Source: an optimization exercise on an open RTL-to-GDS flow (aim: small area). Production flows keep margins and buffers that such runs may drop. Function was checked by simulation only, so behaviour that the tests miss may differ from the original. Power figures rest on the tool's default switching activity, not on a simulated workload.

`flow/config.mk`:
```
export PLATFORM = sky130hd
export DESIGN_NAME = wiegand_core
export DESIGN_NICKNAME = wiegand_core
export VERILOG_FILES = /design/flow/design.v
export SDC_FILE = /design/flow/constraint.sdc
export NUM_CORES = 4
export LEC_CHECK = 0
export CAP_MARGIN = 20
export CORE_MARGIN = 2
export CORE_UTILIZATION = 40
export SLEW_MARGIN = 20
```
`flow/constraint.sdc`:
```
create_clock -name core_clock -period 16.0 [get_ports {clk}]
set_input_delay 3.2000 -clock core_clock [delete_from_list [all_inputs] [get_ports {clk}]]
set_output_delay 3.2000 -clock core_clock [all_outputs]
set_load 0.01 [all_outputs]
```
`flow/design.v`:
```
module wiegand_core (
    input  wire        clk,
    input  wire        rst,
    input  wire [2:0]  cfg,          
    input  wire        op_valid,
    input  wire [2:0]  op,
    input  wire        lineA,        
    input  wire        lineB,
    input  wire [31:0] now,          
    output reg         digit_valid,
    output wire [3:0]  digit,
    output reg         code_valid,
    output wire [23:0] code,
    output reg         data_valid,
    output wire [23:0] data,
    output reg         state_valid,
    output wire [7:0]  state
);
    localparam [2:0] OP_INIT  = 3'd0;
    localparam [2:0] OP_BIT   = 3'd1;
    localparam [2:0] OP_TICK  = 3'd2;
    localparam [2:0] OP_QUERY = 3'd3;
    localparam [2:0] OP_RESET = 3'd4;
    reg [25:0] frame;             
    reg [4:0]  bit_count;
    reg        par1;              
    reg        par2;              
    reg [31:0] acc_code;
    reg        acc_zero;          
    reg        f_conn;            
    reg        f_logic;           
    reg [7:1]  snapshot;          
    reg        first_pending;     
    reg [31:0] last_ts;
    reg        always_send;
    reg        byte_reorder;
    reg        keypad_en;
    reg        was_query;
    wire is_init  = rst | (op_valid & (op == OP_INIT));
    wire is_bit   = ~rst & op_valid & (op == OP_BIT);
    wire is_tick  = ~rst & op_valid & (op == OP_TICK);
    wire is_query = ~rst & op_valid & (op == OP_QUERY);
    wire is_reset = ~rst & op_valid & (op == OP_RESET);
    wire conn_now = lineA & lineB;
    wire [31:0] elapsed   = now - last_ts;
    wire        timed     = is_bit | is_tick;
    wire        key_idle  = timed & (elapsed > 32'd5000);
    wire        frame_gap = timed & (elapsed > 32'd20) & (bit_count != 5'd0);
    wire       logic_fault = (lineA == lineB);
    wire       bit_value   = ~logic_fault & ~lineB;
    wire [4:0] wpos        = frame_gap ? 5'd0 : bit_count;
    wire       first_half  = (wpos < 5'd13);
    wire       key_pos   = (wpos == 5'd7);
    wire       last_pos  = (wpos == 5'd25);
    wire [3:0] key_n1     = frame[3:0];
    wire [3:0] key_n2     = {bit_value, frame[6:4]};
    wire       key_step   = is_bit & keypad_en & key_pos;
    wire       key_agree  = (key_n1 == key_n2);
    wire       key_digit  = key_step & key_agree & (key_n1 <= 4'd9);
    wire       key_submit = key_step & key_agree & (key_n1 == 4'd11);
    wire full_frame = is_bit & last_pos;
    wire run_emit   = frame_gap | full_frame;
    wire ep_p1      = par1;
    wire ep_p2      = frame_gap ? par2 : (par2 ^ bit_value);
    wire parity_ok  = ~ep_p1 & ep_p2;
    wire emit_data  = run_emit & parity_ok;
    wire        acc_is0     = acc_zero | key_idle;    
    wire [31:0] acc_digit   = acc_is0 ? {28'd0, key_n1} : acc_code * 32'd10 + {28'd0, key_n1};
    wire        submit_send = key_submit & ~acc_is0 & (acc_code != 32'd0) & (acc_code[31:24] == 8'd0);
    wire key_action     = key_digit | key_submit;
    wire run_reset_proc = frame_gap | key_action | full_frame | is_reset;
    wire in_op_flags    = is_bit & ~frame_gap;    
    wire [7:1] notify_flags;
    assign notify_flags[1] = emit_data | key_digit | submit_send;
    assign notify_flags[2] = f_conn;
    assign notify_flags[3] = f_logic | (in_op_flags & logic_fault);
    assign notify_flags[4] = frame_gap;
    assign notify_flags[5] = frame_gap;
    assign notify_flags[6] = run_emit & ep_p1;
    assign notify_flags[7] = run_emit & ~ep_p2;
    wire notify_fire = run_reset_proc
                     & (first_pending | (notify_flags != snapshot) | always_send);
    always @(posedge clk) begin
        if (is_init) begin
            always_send   <= cfg[0];
            byte_reorder  <= cfg[1];
            keypad_en     <= cfg[2];
            acc_zero      <= 1'b1;
            first_pending <= 1'b1;
            last_ts       <= 32'd0;
            bit_count     <= 5'd0;
            f_conn        <= conn_now;
            f_logic       <= 1'b0;
        end else begin
            if (notify_fire) begin
                snapshot      <= notify_flags;
                first_pending <= 1'b0;
            end
            if (is_bit)
                last_ts <= now;
            if (key_action | full_frame | (frame_gap & ~is_bit) | is_reset) begin
                bit_count <= 5'd0;
                f_conn    <= conn_now;
                f_logic   <= 1'b0;
            end else if (is_bit) begin
                bit_count <= wpos + 5'd1;
                if (frame_gap) begin
                    f_conn  <= conn_now;
                    f_logic <= logic_fault;
                end else begin
                    f_logic <= f_logic | logic_fault;
                end
            end
            if (key_digit) begin
                acc_code <= acc_digit;
                acc_zero <= 1'b0;
            end else if (key_idle | emit_data | key_submit) begin
                acc_zero <= 1'b1;
            end
        end
        if (is_bit) begin
            frame[wpos] <= bit_value;
            if (wpos == 5'd1)
                frame[25:2] <= 24'd0;
            if (wpos == 5'd0) begin
                par1 <= bit_value;
                par2 <= 1'b0;
            end else if (first_half)
                par1 <= par1 ^ bit_value;
            else
                par2 <= par2 ^ bit_value;
        end
        digit_valid <= key_digit;
        code_valid  <= submit_send;
        data_valid  <= emit_data;
        state_valid <= notify_fire | is_query;
        was_query   <= is_query;
    end
    assign digit = frame[3:0];
    assign code  = acc_code[23:0];
    assign data  = byte_reorder ? {frame[8:1], frame[16:9], frame[24:17]} : frame[24:1];
    assign state = was_query ? {4'd0, f_logic, f_conn, 2'b01} : {snapshot, 1'b1};
endmodule
```
`flow/run.sh`:
```
#!/bin/bash
# synth_recipe.tcl (not shown) runs the flow's synth.tcl, then flattens the netlist and writes it again
# the make line also repeats each setting of config.mk as NAME=value (left out here)
make -C /OpenROAD-flow-scripts/flow DESIGN_CONFIG=/design/flow/config.mk WORK_HOME=/design/flow/orfs CLKGATE_MAP_FILE= SYNTH_SCRIPT=/design/flow/synth_recipe.tcl finish
```
==> reports/metrics.cfg, run 1 <==
[status]
status = complete, no violations

[synth]
yosys.area.top_type = edfxtp_1
yosysWarningCount = 1
yosys_register_bits = 114
synth_seq_area_share = 0.295
syn-mean-instance-area_sq_um = 8.39
synth_edf_count = 69
netlist_area_sq_um = 10100
yosys.area_share.simple = 0.211
async_flop_share = 0
netlist_instances = 1202
synthAdderAreaFrac = 0.124
synthTopCellsByArea = edfxtp_1 (21%), ha_1 (12%), dfxtp_1 (8.9%)
synthDistinctLibCells = 79
synth_mux_area_frac = 0.0516
synth_xor_area_frac = 0.0726
synth_top_area_share = 0.206
synthesis.nets = 1343
synth_ff_type = edfxtp_1
synth_top_family_by_area = simple AND/OR/NAND/NOR gates
synth_compound_gate_area_share = 0.176

[place]
place_hpwl_mm = 18.8
gp_congestion = 0.905
port_buffers = 105

[cells_and_area]
layout_common_cells = nand2_1 (135), nor2_1 (115), clkdlybuf4s50_1 (105), a21oi_1 (96), ha_1 (95)
final_common_cell = nand2_1
syn_to_final_growth_pct = 16.0
num_antenna_cells = 0
num-fill-cells = 2481
fin_nets = 1391
regArea_sq_um = 2970
drive_gt1_frac = 0.0649
multiInputGateArea_sq_um = 6410

[pwr]
p_per_area_nw_per_um2 = 66.5
clock_power_share = 0.465
seqPwrFrac = 0.406
switchingPower_uw = 218
finalPower_uw = 777
ir_worst_vdd_mv = 0.0531
switching_share = 0.281
p_leak_uw = 0.00446
power_frac_comb = 0.129
intPower_uw = 559

[detailed_routing]
drc = 0
first_pass_iters = 5
dr_total_vias = 8631
drt_iter0_markers = 502
via_per_inst = 5.42
wl_per_cell_um = 15.8
wirelength_mm = 25.2
ant_nets = 0

[grt]
grt_max_degree = 47
grt_use_total = 0.195
grt_overflow = 0
grt_antenna_before_repair = 0
grt_pass1_wl_mm = 41.4
first_global_vias = 8126

[cts]
cts_resized = 0
h-tree-depth = 4
cts-root-buf = clkbuf_16
cts_buffer_depth = 2
insertion_delay_ps = 430
postCtsSetupRepairBufs = 0
cts_buffers = 17
tritoncts = done
path_clk_slew_ps = 60
hold_buffers = 0
clock_sinks = 114

[sta]
worst_pin_slew_ps = 930
fin_crit_ps = 8740
slew_viol_final = 0
fin_tns_setup_ps = 0
rsz0062_at_grt = false
hold_viol = 0
setup_violations = 0
max_freq_ghz = 0.114
period_share = 0.546
slew_headroom = 0.380
finClkSkew_ps = 15.6

[floorplanning]
pin_count = 107
dieArea_sq_um = 26500
die_y_um = 163
row_count = 58
die_w_um = 163
core_area_sq_um = 25000
initial_core_util = 0.404

[setup_path]
timing.reg2reg.setup_slack_ps = 10260
path_max_fanout = 14
cp-start-kind = primary input
arrival_ps = 8920
crit_type = primary input to flop
end_kind = flop
worstPathRequired_ps = 16180

[run]
drv_cap = 0

[min_path]
min_path_type = flop to flop

-- state kept, by name, summed over array words and instances (netlist names), 5 cells and up --
signal,count
acc_code,32
last_ts,32
frame,25
snapshot,6
bit_count,5
-- power groups by stage --
stage	logic [uW]	registers, uW	clock network [uW]
2_1_floorplan	66.7	319	0
3_5_place_dp	99.0	322	0
4_1_cts	99.7	315	368
6_report	100	315	361
5_1_grt	110	316	381
3_3_place_gp	98.7	322	0
-- through the flow --
stage / instances / hold slack (ps) / worst slack [ps] / util / cell area (sq um)
floorplan: 1202 / 436 / 6600 / - / 10100
global placement: 1561 / 442 / 6940 / 0.446 / 11100
detailed placement: 1561 / 446 / 6840 / 0.446 / 11100
CTS: 1593 / 455 / 7280 / 0.468 / 11700
global route: 1593 / 471 / 6760 / 0.468 / 11700
finish: 1593 / 452 / 7260 / 0.468 / 11700
-- layer usage --
layer,GRT usage,vias to the layer above,wire length [um],share of wire
li1,-,4391,-,-
met1,0.267,4015,12500,0.50
met2,0.309,191,11200,0.44
met3,0.0321,34,931,0.037
met4,0.0724,0,590,0.023
met5,0,-,0,0
-- logic make-up (layout without fill, tap and decap cells) --
kind of cell	after synthesis	after routing
DFF	114	114
other	1	1
buffers and inverters	147	208
xor gates and xnor gates	82	82
muxes	49	49
and+or+nand+nor	438	438
adders and majority gates	98	98
AOI/OAI and AO/OA	273	273
-- layout make-up --
class / instances / share of cell area
timing repair buffer: 110 / 0.0931
clock buffer: 17 / 0.0364
inverter: 66 / 0.0214
clock inverter: 15 / 0.0109
sequential: 114 / 0.254
tap: 330 / 0.0353
multi-input combinational: 941 / 0.548
-- final timing paths --
kind | startpoint | endpoint | depth (start not counted)
setup reg to reg | last_ts[0]$_SDFFE_PP0P_ | frame[1]$_DFFE_PP_ | 20
hold / removal | last_ts[28]$_SDFFE_PP0P_ | last_ts[28]$_SDFFE_PP0P_ | 2
hold reg to reg | last_ts[28]$_SDFFE_PP0P_ | last_ts[28]$_SDFFE_PP0P_ | 2
setup / recovery | now[0] | frame[1]$_DFFE_PP_ | 22
-- synthesized netlist by cell type, types with 9 or more instances --
library cell  number
xor2_1            45
nor3_1            38
a21o_1            29
nor2_1           115
nand2_1          135
clkbuf_1          36
a21oi_1           96
nor2b_1           12
o21ai_0           44
mux2_2            21
mux2i_1           27
or3_1              9
nor4_1            19
nand4_1           11
o21bai_1          10
nand3_1           27
dfxtp_1           45
xnor2_1           36
buf_4             39
and3_1            14
edfxtp_1          69
o21a_1            14
inv_1             65
ha_1              95
-- critical path: stages --
cell             delay [ps]
clkdlybuf4s50_1         480
inv_1                    50
ha_1                    220
fa_1                    400
nand2b_1                190
a211oi_2                350
o21a_1                  230
o21ai_0                 140
o41ai_2                 210
o21ai_1                 120
or4b_4                  580
nor4_4                  400
a21o_1                  330
and2_2                  240
inv_1                    50
ha_1                    250
inv_1                   110
nor2_1                   50
ha_1                    570
nand2_1                 180
nor3_1                  200
mux2_2                  350
==> inputs of run 2 (changes only) <==
--- a/flow/design.v
+++ b/flow/design.v
@@ -42,7 +42,15 @@
     wire is_query = ~rst & op_valid & (op == OP_QUERY);
     wire is_reset = ~rst & op_valid & (op == OP_RESET);
     wire conn_now = lineA & lineB;
-    wire [31:0] elapsed   = now - last_ts;
+    wire [31:0] nlast = ~last_ts;
+    wire [32:0] ec;
+    wire [31:0] elapsed;
+    assign ec[0] = 1'b1;
+    genvar ei;
+    generate for (ei = 0; ei < 32; ei = ei + 1) begin : sub
+        assign elapsed[ei] = now[ei] ^ nlast[ei] ^ ec[ei];
+        assign ec[ei+1]    = (now[ei] & nlast[ei]) | (ec[ei] & (now[ei] ^ nlast[ei]));
+    end endgenerate
     wire        timed     = is_bit | is_tick;
     wire        key_idle  = timed & (elapsed > 32'd5000);
     wire        frame_gap = timed & (elapsed > 32'd20) & (bit_count != 5'd0);
@@ -65,7 +73,18 @@
     wire parity_ok  = ~ep_p1 & ep_p2;
     wire emit_data  = run_emit & parity_ok;
     wire        acc_is0     = acc_zero | key_idle;    
-    wire [31:0] acc_digit   = acc_is0 ? {28'd0, key_n1} : acc_code * 32'd10 + {28'd0, key_n1};
+    wire [31:0] acc_m = acc_is0 ? 32'd0 : acc_code;
+    wire        n8    = key_n1[3];
+    wire [31:0] mA    = {acc_m[28:0], {3{n8}} | key_n1[2:0]};
+    wire [31:0] mB    = {acc_m[30:0], n8};
+    wire [32:0] mc;
+    wire [31:0] acc_digit;
+    assign mc[0] = n8 & key_n1[0];
+    genvar gi;
+    generate for (gi = 0; gi < 32; gi = gi + 1) begin : mul10
+        assign acc_digit[gi] = mA[gi] ^ mB[gi] ^ mc[gi];
+        assign mc[gi+1]      = (mA[gi] & mB[gi]) | (mc[gi] & (mA[gi] ^ mB[gi]));
+    end endgenerate
     wire        submit_send = key_submit & ~acc_is0 & (acc_code != 32'd0) & (acc_code[31:24] == 8'd0);
     wire key_action     = key_digit | key_submit;
     wire run_reset_proc = frame_gap | key_action | full_frame | is_reset;
==> reports/metrics.cfg, run 2 <==
[detailed_routing]
wirelength_mm = 17.6
drc = 0
first_pass_iters = 5
dr_total_vias = 5680
drt_iter0_markers = 234
via_per_inst = 5.04
ant_nets = 0
wl_per_cell_um = 15.6

[setup_path]
worstPathRequired_ps = 16170
end_kind = flop
crit_path_top_delay_cell = fa_1
path_max_fanout = 2
cp-start-kind = primary input
arrival_ps = 24040
crit_type = primary input to flop
slowest_delay_ps = 410
crit_top_cell = fa_2

[cells_and_area]
reg_top3 = acc_code x32, last_ts x32, frame x25
num_antenna_cells = 0
final_cell_area_sq_um = 9960
layout_common_cells = nand2_1 (112), clkdlybuf4s50_1 (102), buf_4 (78), edfxtp_1 (69), fa_2 (59)
syn_to_final_growth_pct = 31.5
final_common_cell = nand2_1
drive_gt1_frac = 0.278
fin_nets = 991

[floorplanning]
core_area_sq_um = 18600
die_w_um = 142
dieArea_sq_um = 20100
initial_core_util = 0.406
pin_count = 107
row_count = 50
die_y_um = 142

[synth]
yosys.area.top_type = edfxtp_1
yosys_register_bits = 114
synthDistinctLibCells = 77
yosysWarningCount = 1
synthTopCellsByArea = edfxtp_1 (27%), fa_1 (16%), dfxtp_1 (12%)
netlist_instances = 745
netlist_area_sq_um = 7570
synth_seq_area_share = 0.392
synth_ff_type = edfxtp_1
async_flop_share = 0
syn-mean-instance-area_sq_um = 10.2
synth_edf_count = 69
synthTopCellsByCount = nand2_1 (112), inv_1 (73), edfxtp_1 (69)
synth_top_area_share = 0.274
synthesis.nets = 856
yosysMostFrequentCell = nand2_1

[cts]
insertion_delay_ps = 420
h-tree-depth = 4
tritoncts = done
path_clk_slew_ps = 60
cts-root-buf = clkbuf_16
clock_sinks = 114
cts_buffer_depth = 2
cts_buffers = 17

[sta]
slew_headroom = 0.477
hold_ws_ps = 443
layout_setup_ws_ps = -7870
rsz0062_at_grt = true
period_share = 1.49
worst_pin_slew_ps = 785
finClkSkew_ps = 11.0
hold_viol = 0
max_freq_ghz = 0.0419
fin_crit_ps = 23870
slew_viol_final = 0
setup_violations = 24

[place]
gp_congestion = 0.896
dpl_cell_area_sq_um = 9300
place_hpwl_mm = 13.2
port_buffers = 105
pre_cts_ws_ps = -8840

[grt]
grt_use_total = 0.188
first_global_vias = 6052
grt_overflow = 0
grt_max_degree = 42
grt_antenna_before_repair = 0
grt_pass1_wl_mm = 29.7

[min_path]
min_path_type = flop to flop

[pwr]
p_leak_uw = 0.00378
ir_worst_vdd_mv = 0.0716
p_per_area_nw_per_um2 = 78.0
finalPower_uw = 778

[status]
status = complete, but fails checks
so_faults = setup timing

[run]
drv_cap = 0

## run 2: cell count changes in the layout (fill, tap and decap cells not counted), moves of 25 or more
cell	before	now
ha_1	95	7
nor2_1	115	35
buf_4	5	78
fa_2	0	59
a21oi_1	96	47
xor2_1	45	9
o21ai_0	44	10
xnor2_1	36	6
nor3_1	37	10
inv_2	1	26
## run 2: cells by family (layout without fill, tap and decap cells)
logic type / Yosys count / count (layout) / synth area share
fa+ha+maj: 68 / 68 / 0.172
xor+xnor: 15 / 15 / 0.0173
other cells: 1 / 1 / 0.000495
buf+inv: 143 / 291 / 0.0913
simple gates: 274 / 274 / 0.195
compound gates: 100 / 100 / 0.0887
mux: 30 / 30 / 0.0429
flops: 114 / 114 / 0.392
## run 2: worst paths after layout
check | to | slack (ps) | start | depth (start not counted)
setup reg to reg | acc_code[31]$_DFFE_PP_ | -5320 | last_ts[0]$_SDFFE_PP0P_ | 91
hold / removal | first_pending$_SDFFE_PP1P_ | 440 | first_pending$_SDFFE_PP1P_ | 1
hold reg to reg | first_pending$_SDFFE_PP1P_ | 440 | first_pending$_SDFFE_PP1P_ | 1
setup / recovery | acc_code[31]$_DFFE_PP_ | -7870 | now[0] | 93
## run 2: report_power, final
part           internal [uW]  switching (uW)  total, uW
Sequential               312            3.54        316
Clock                    273             133        406
Combinational           29.8            25.7       55.4
## run 2: critical path, delay by kind of cell
kind	cells	cell delay, ps
AOI/OAI and AO/OA	1	230
xor gates and xnor gates	1	140
and+or+nand+nor	4	450
adders and majority gates	61	18670
buffers and inverters	26	1360
## run 2: per-stage QoR
step	setup TNS, ps	util	std cells
3_5_place_dp	-134450	0.499	1092
6_report	-99230	0.534	1127
2_1_floorplan	-92150	-	745
5_1_grt	-111630	0.534	1127
4_1_cts	-99090	0.533	1125
3_3_place_gp	-123650	0.499	1092
## run 2: metal layers
| layer | GRT usage | vias to the layer above | routed length [um] |
|---|---|---|---|
| li1 | - | 2742 | - |
| met1 | 0.233 | 2754 | 7480 |
| met2 | 0.324 | 152 | 8870 |
| met3 | 0.0368 | 32 | 752 |
| met4 | 0.0789 | 0 | 495 |
| met5 | 0 | - | 0 |
## run 2: what timing repair did
item / in CTS / in global routing
hold buffers: 0 / 0
pin swaps: 2 / 2
buffers inserted: 1 / 2
setup endpoints to repair: 33 / 32
resized for setup: 14 / 3
## run 2: layout make-up
cell class                      instances  area [sq um]
Multi-Input combinational cell        488          4090
Inverter                               73           287
Clock buffer                           19           433
Timing Repair Buffer                  186          1700
Fill cell                            1662          8680
Sequential cell                       114          2970
Clock inverter                         13           190
Tap cell                              234           293
==> inputs of run 3 (changes only) <==
--- a/flow/design.v
+++ b/flow/design.v
@@ -26,6 +26,10 @@
     reg        par1;              
     reg        par2;              
     reg [31:0] acc_code;
+    reg [2:0]  mul_cnt;           
+    reg        mul_zero;          
+    reg [3:1]  mul_prev;          
+    reg        mul_carry;
     reg        acc_zero;          
     reg        f_conn;            
     reg        f_logic;           
@@ -43,17 +47,22 @@
     wire is_reset = ~rst & op_valid & (op == OP_RESET);
     wire conn_now = lineA & lineB;
     wire [31:0] nlast = ~last_ts;
-    wire [32:0] ec;
-    wire [31:0] elapsed;
+    wire [13:0] ec;
+    wire [12:0] elo;
     assign ec[0] = 1'b1;
     genvar ei;
-    generate for (ei = 0; ei < 32; ei = ei + 1) begin : sub
-        assign elapsed[ei] = now[ei] ^ nlast[ei] ^ ec[ei];
-        assign ec[ei+1]    = (now[ei] & nlast[ei]) | (ec[ei] & (now[ei] ^ nlast[ei]));
+    generate for (ei = 0; ei < 13; ei = ei + 1) begin : sub
+        assign elo[ei]  = now[ei] ^ nlast[ei] ^ ec[ei];
+        assign ec[ei+1] = (now[ei] & nlast[ei]) | (ec[ei] & (now[ei] ^ nlast[ei]));
     end endgenerate
+    wire [31:13] hx = now[31:13] ^ nlast[31:13];
+    wire [31:13] hc = {now[30:13] | nlast[30:13], ec[13]};
+    wire         hi_zero = (hx == hc);
+    wire         gt5000  = ~hi_zero | (elo > 13'd5000);
+    wire         gt20    = ~hi_zero | (elo > 13'd20);
     wire        timed     = is_bit | is_tick;
-    wire        key_idle  = timed & (elapsed > 32'd5000);
-    wire        frame_gap = timed & (elapsed > 32'd20) & (bit_count != 5'd0);
+    wire        key_idle  = timed & gt5000;
+    wire        frame_gap = timed & gt20 & (bit_count != 5'd0);
     wire       logic_fault = (lineA == lineB);
     wire       bit_value   = ~logic_fault & ~lineB;
     wire [4:0] wpos        = frame_gap ? 5'd0 : bit_count;
@@ -72,19 +81,16 @@
     wire ep_p2      = frame_gap ? par2 : (par2 ^ bit_value);
     wire parity_ok  = ~ep_p1 & ep_p2;
     wire emit_data  = run_emit & parity_ok;
-    wire        acc_is0     = acc_zero | key_idle;    
-    wire [31:0] acc_m = acc_is0 ? 32'd0 : acc_code;
-    wire        n8    = key_n1[3];
-    wire [31:0] mA    = {acc_m[28:0], {3{n8}} | key_n1[2:0]};
-    wire [31:0] mB    = {acc_m[30:0], n8};
-    wire [32:0] mc;
-    wire [31:0] acc_digit;
-    assign mc[0] = n8 & key_n1[0];
-    genvar gi;
-    generate for (gi = 0; gi < 32; gi = gi + 1) begin : mul10
-        assign acc_digit[gi] = mA[gi] ^ mB[gi] ^ mc[gi];
-        assign mc[gi+1]      = (mA[gi] & mB[gi]) | (mc[gi] & (mA[gi] ^ mB[gi]));
-    end endgenerate
+    wire        acc_is0     = acc_zero;
+    wire        step0  = key_digit;
+    wire        busy   = (mul_cnt != 3'd0);
+    wire        mzero  = step0 ? acc_is0 : mul_zero;
+    wire [3:0]  cur    = acc_code[3:0] & {4{~mzero}};
+    wire        n8     = key_n1[3];
+    wire        mx     = step0 ? n8 : mul_prev[3];
+    wire [2:0]  my     = step0 ? ({3{n8}} | key_n1[2:0]) : mul_prev;
+    wire        mci    = step0 ? (n8 & key_n1[0]) : mul_carry;
+    wire [4:0]  msum   = {1'b0, cur[2:0], mx} + {1'b0, cur[0], my} + {4'd0, mci};
     wire        submit_send = key_submit & ~acc_is0 & (acc_code != 32'd0) & (acc_code[31:24] == 8'd0);
     wire key_action     = key_digit | key_submit;
     wire run_reset_proc = frame_gap | key_action | full_frame | is_reset;
@@ -131,7 +137,6 @@
                 end
             end
             if (key_digit) begin
-                acc_code <= acc_digit;
                 acc_zero <= 1'b0;
             end else if (key_idle | emit_data | key_submit) begin
                 acc_zero <= 1'b1;
@@ -149,6 +154,14 @@
             else
                 par2 <= par2 ^ bit_value;
         end
+        if (step0 | busy) begin
+            acc_code <= {msum[3:0], acc_code[31:4]};
+            mul_cnt  <= mul_cnt + 3'd1;
+        end
+        if (step0)
+            mul_zero <= acc_is0;
+        mul_prev  <= cur[3:1];
+        mul_carry <= msum[4];
         digit_valid <= key_digit;
         code_valid  <= submit_send;
         data_valid  <= emit_data;
==> flow/flow/run.sh (new file) <==
#!/bin/bash
# The standard layout (standard.sh, unchanged synthesis and steps), with the
# port buffers that placement inserts made sky130_fd_sc_hd__buf_1 instead of
# the buffer buffer_ports picks by default. Every port still gets a buffer.
set -euo pipefail
export BUFFER_PORTS_ARGS="-buffer_cell sky130_fd_sc_hd__buf_1"
bash standard.sh > standard.log 2>&1
==> flow/standard.sh (new file) <==
#!/bin/bash
# synth_recipe.tcl (not shown) runs the flow's synth.tcl, then flattens the netlist and writes it again
# the make line also repeats each setting of config.mk as NAME=value (left out here)
make -C /OpenROAD-flow-scripts/flow DESIGN_CONFIG=/design/flow/config.mk WORK_HOME=/design/flow/orfs CLKGATE_MAP_FILE= SYNTH_SCRIPT=/design/flow/synth_recipe.tcl "${@:-finish}"
--- a/flow/config.mk
+++ b/flow/config.mk
@@ -8,4 +8,5 @@
 export CAP_MARGIN = 20
 export CORE_MARGIN = 2
 export CORE_UTILIZATION = 40
+export CTS_BUF_LIST = sky130_fd_sc_hd__clkbuf_4
 export SLEW_MARGIN = 20
removed: flow/run.sh
==> reports/metrics.cfg, run 3 <==
[status]
status = complete, no violations

[cells_and_area]
drive_gt1_frac = 0.0874
fin_nets = 877
final_common_cell = nand2_1
reg_top3 = acc_code x32, last_ts x32, frame x25
multiInputGateArea_sq_um = 3290
syn_to_final_growth_pct = 8.80
finalNonFillerCells = 1027
num-fill-cells = 1710
layout_common_cells = nand2_1 (113), buf_1 (105), edfxtp_1 (72), nor2_1 (53), a21oi_1 (51)
regArea_sq_um = 3160
final_cell_area_sq_um = 7650

[place]
pre_cts_ws_ps = 3990
dpl_cell_area_sq_um = 7350
place_hpwl_mm = 11.1
dp_cells = 994
port_buffers = 105
gp_congestion = 0.809

[setup_path]
timing.reg2reg.setup_slack_ps = 7050
rr_worst_depth = 35
crit_top_cell = fa_1
worstPathRequired_ps = 16290
arrival_ps = 11720
path_max_fanout = 23
cp-start-kind = primary input
r2r_start = last_ts[0]$_SDFFE_PP0P_
crit_path_top_delay_cell = nor4bb_1
crit_type = primary input to flop
worstReg2RegEnd = acc_code[31]$_DFFE_PP_
end_kind = flop
slowest_delay_ps = 550

[sta]
setup_violations = 0
period_share = 0.714
fin_crit_ps = 11420
slew_viol_final = 0
finClkSkew_ps = 15.5
layout_setup_ws_ps = 4580
fin_tns_setup_ps = 0
worst_pin_slew_ps = 1080
slew_headroom = 0.277
hold_viol = 0
max_freq_ghz = 0.0875
rsz0062_at_grt = false

[synth]
yosysWarningCount = 1
netlist_instances = 728
netlist_area_sq_um = 7030
yosys.area_share.simple = 0.183
synth_compound_gate_area_share = 0.108
synth_seq_area_share = 0.450
synthDistinctLibCells = 59
synth_top_area_share = 0.307
synthesis.nets = 817
yosysMostFrequentCell = nand2_1
yosys.area.top_type = edfxtp_1
yosys_register_bits = 122
synth_top_family_by_area = simple AND/OR/NAND/NOR gates
synth_ff_type = edfxtp_1
synthTopCellsByCount = nand2_1 (113), edfxtp_1 (72), nor2_1 (53)
synthTopCellsByArea = edfxtp_1 (31%), dfxtp_1 (14%), nand2_1 (6.0%)
syn-mean-instance-area_sq_um = 9.66
synthAdderAreaFrac = 0.0968
synth_edf_count = 72
synth_xor_area_frac = 0.0461
async_flop_share = 0
synth_mux_area_frac = 0.0317

[floorplanning]
die_y_um = 137
initial_core_util = 0.408
pin_count = 107
dieArea_sq_um = 18700
row_count = 48
die_w_um = 137
core_area_sq_um = 17200

[grt]
first_global_vias = 4838
grt_antenna_before_repair = 1
grt_overflow = 0
grt_use_total = 0.168
grt_max_degree = 62
grt_pass1_wl_mm = 24.3

[cts]
clock_sinks = 122
hold_buffers = 0
tritoncts = done
cts_resized = 0
path_clk_slew_ps = 110
cts_buffer_depth = 2
insertion_delay_ps = 530
postCtsSetupRepairBufs = 0
h-tree-depth = 4
cts_buffers = 17
cts-root-buf = clkbuf_4

[detailed_routing]
drt_iter0_markers = 292
drc = 0
ant_nets = 0
via_per_inst = 4.99
dr_total_vias = 5124
wirelength_mm = 15.3
wl_per_cell_um = 14.9
first_pass_iters = 5

[min_path]
min_path_cells = 2
min-delay-start = last_ts[6]$_SDFFE_PP0P_
min_path_type = flop to flop
holdPathEnd = last_ts[6]$_SDFFE_PP0P_

[pwr]
ir_worst_vdd_mv = 0.0617
p_per_area_nw_per_um2 = 79.6
p_leak_uw = 0.00278

[run]
drv_cap = 0

==> run 3: cell count changes after synthesis, sizes merged, moves of 8 or more <==
cell,delta
a22oi,+14
o21ai,+10
a32o,-11
and2,-22
nor2,+17
fa,-46
mux2i,-8
ha,+24
inv,-23
xnor2,+20
==> run 3: per-layer routing <==
metal  GRT usage  wire [um]
met5           0          0
met4      0.0411        139
met3      0.0548        869
met2       0.268       7050
met1       0.221       7220
==> run 3: cells by family after synthesis <==
family,count (synthesis)
xor+xnor,37
compound gates,124
simple gates,260
fa+ha+maj,46
flops,122
mux,20
buf+inv,118
other cells,1
==> run 3: cell type report <==
class,count,area share
clock inverters,15,0.0231
clock buffers,17,0.0167
multi-input cells,488,0.430
flip-flops and latches,122,0.413
inverters,50,0.0245
diodes,1,0.000327
repair buffers,109,0.0554
well taps,225,0.0368
==> run 3: where the power goes <==
group / total (uW) / internal [uW] / switching (uW)
registers: 336 / 333 / 3.46
clock network: 232 / 108 / 124
logic: 41.0 / 17.0 / 23.9
==> run 3: worst max-delay path by stage <==
stage	start	end	slack (ps)	cells after the start
finish	now[0]	acc_code[31]$_DFFE_PP_	4580	37
global route	now[0]	acc_code[31]$_DFFE_PP_	3910	37
CTS	now[0]	acc_code[31]$_DFFE_PP_	4580	37
detailed placement	now[0]	acc_code[31]$_DFFE_PP_	3990	37
global placement	now[0]	acc_code[31]$_DFFE_PP_	4250	37
floorplan	now[0]	acc_code[31]$_DFFE_PP_	5220	38
==> run 3: critical path: cells and delay by family <==
family	cells	cell delay (ps)
fa+ha+maj	15	4160
xor+xnor	1	80
compound gates	4	940
mux	1	370
buf+inv	6	380
simple gates	10	2590
==> run 3: per-stage QoR <==
step	hold WS (ps)	util	power [uW]
3_3_place_gp	433	0.426	384
6_report	462	0.444	609
5_1_grt	483	0.444	633
3_5_place_dp	435	0.426	384
2_1_floorplan	418	-	370
4_1_cts	465	0.444	616

[port drivers added, routing unchanged]
No port has a modelled driver above. Below, the same layouts with a new extraction and two added sets of constraints. Step 1 assumes that a clkbuf_16 drives the clock port and a buf_2 every other input. Step 2 also shifts input and output timing later by t, the mid clock arrival at the registers, as if the neighbouring blocks saw the same clock. Slacks: no drivers / after step 1 / after step 2; pairs: no drivers / after step 1.
run | t (ns) | slack for setup (ns) | latest minus earliest clock arrival (ns) | worst slew at a driven data input, ns | pins driven straight from the clock port
run 1 | 0.471 | 7.257 / 7.270 / 6.799 | 0.015 / 0.016 | 0.04 | 1
run 2 | 0.460 | -7.874 / -7.873 / -8.332 | 0.011 / 0.011 | 0.06 | 1
run 3 | 0.564 | 4.575 / 4.590 / 4.026 | 0.015 / 0.015 | 0.05 | 1
The setup slack of run 3, which loses most, moves by +0.015 ns with the drivers and by -0.549 ns with both steps.
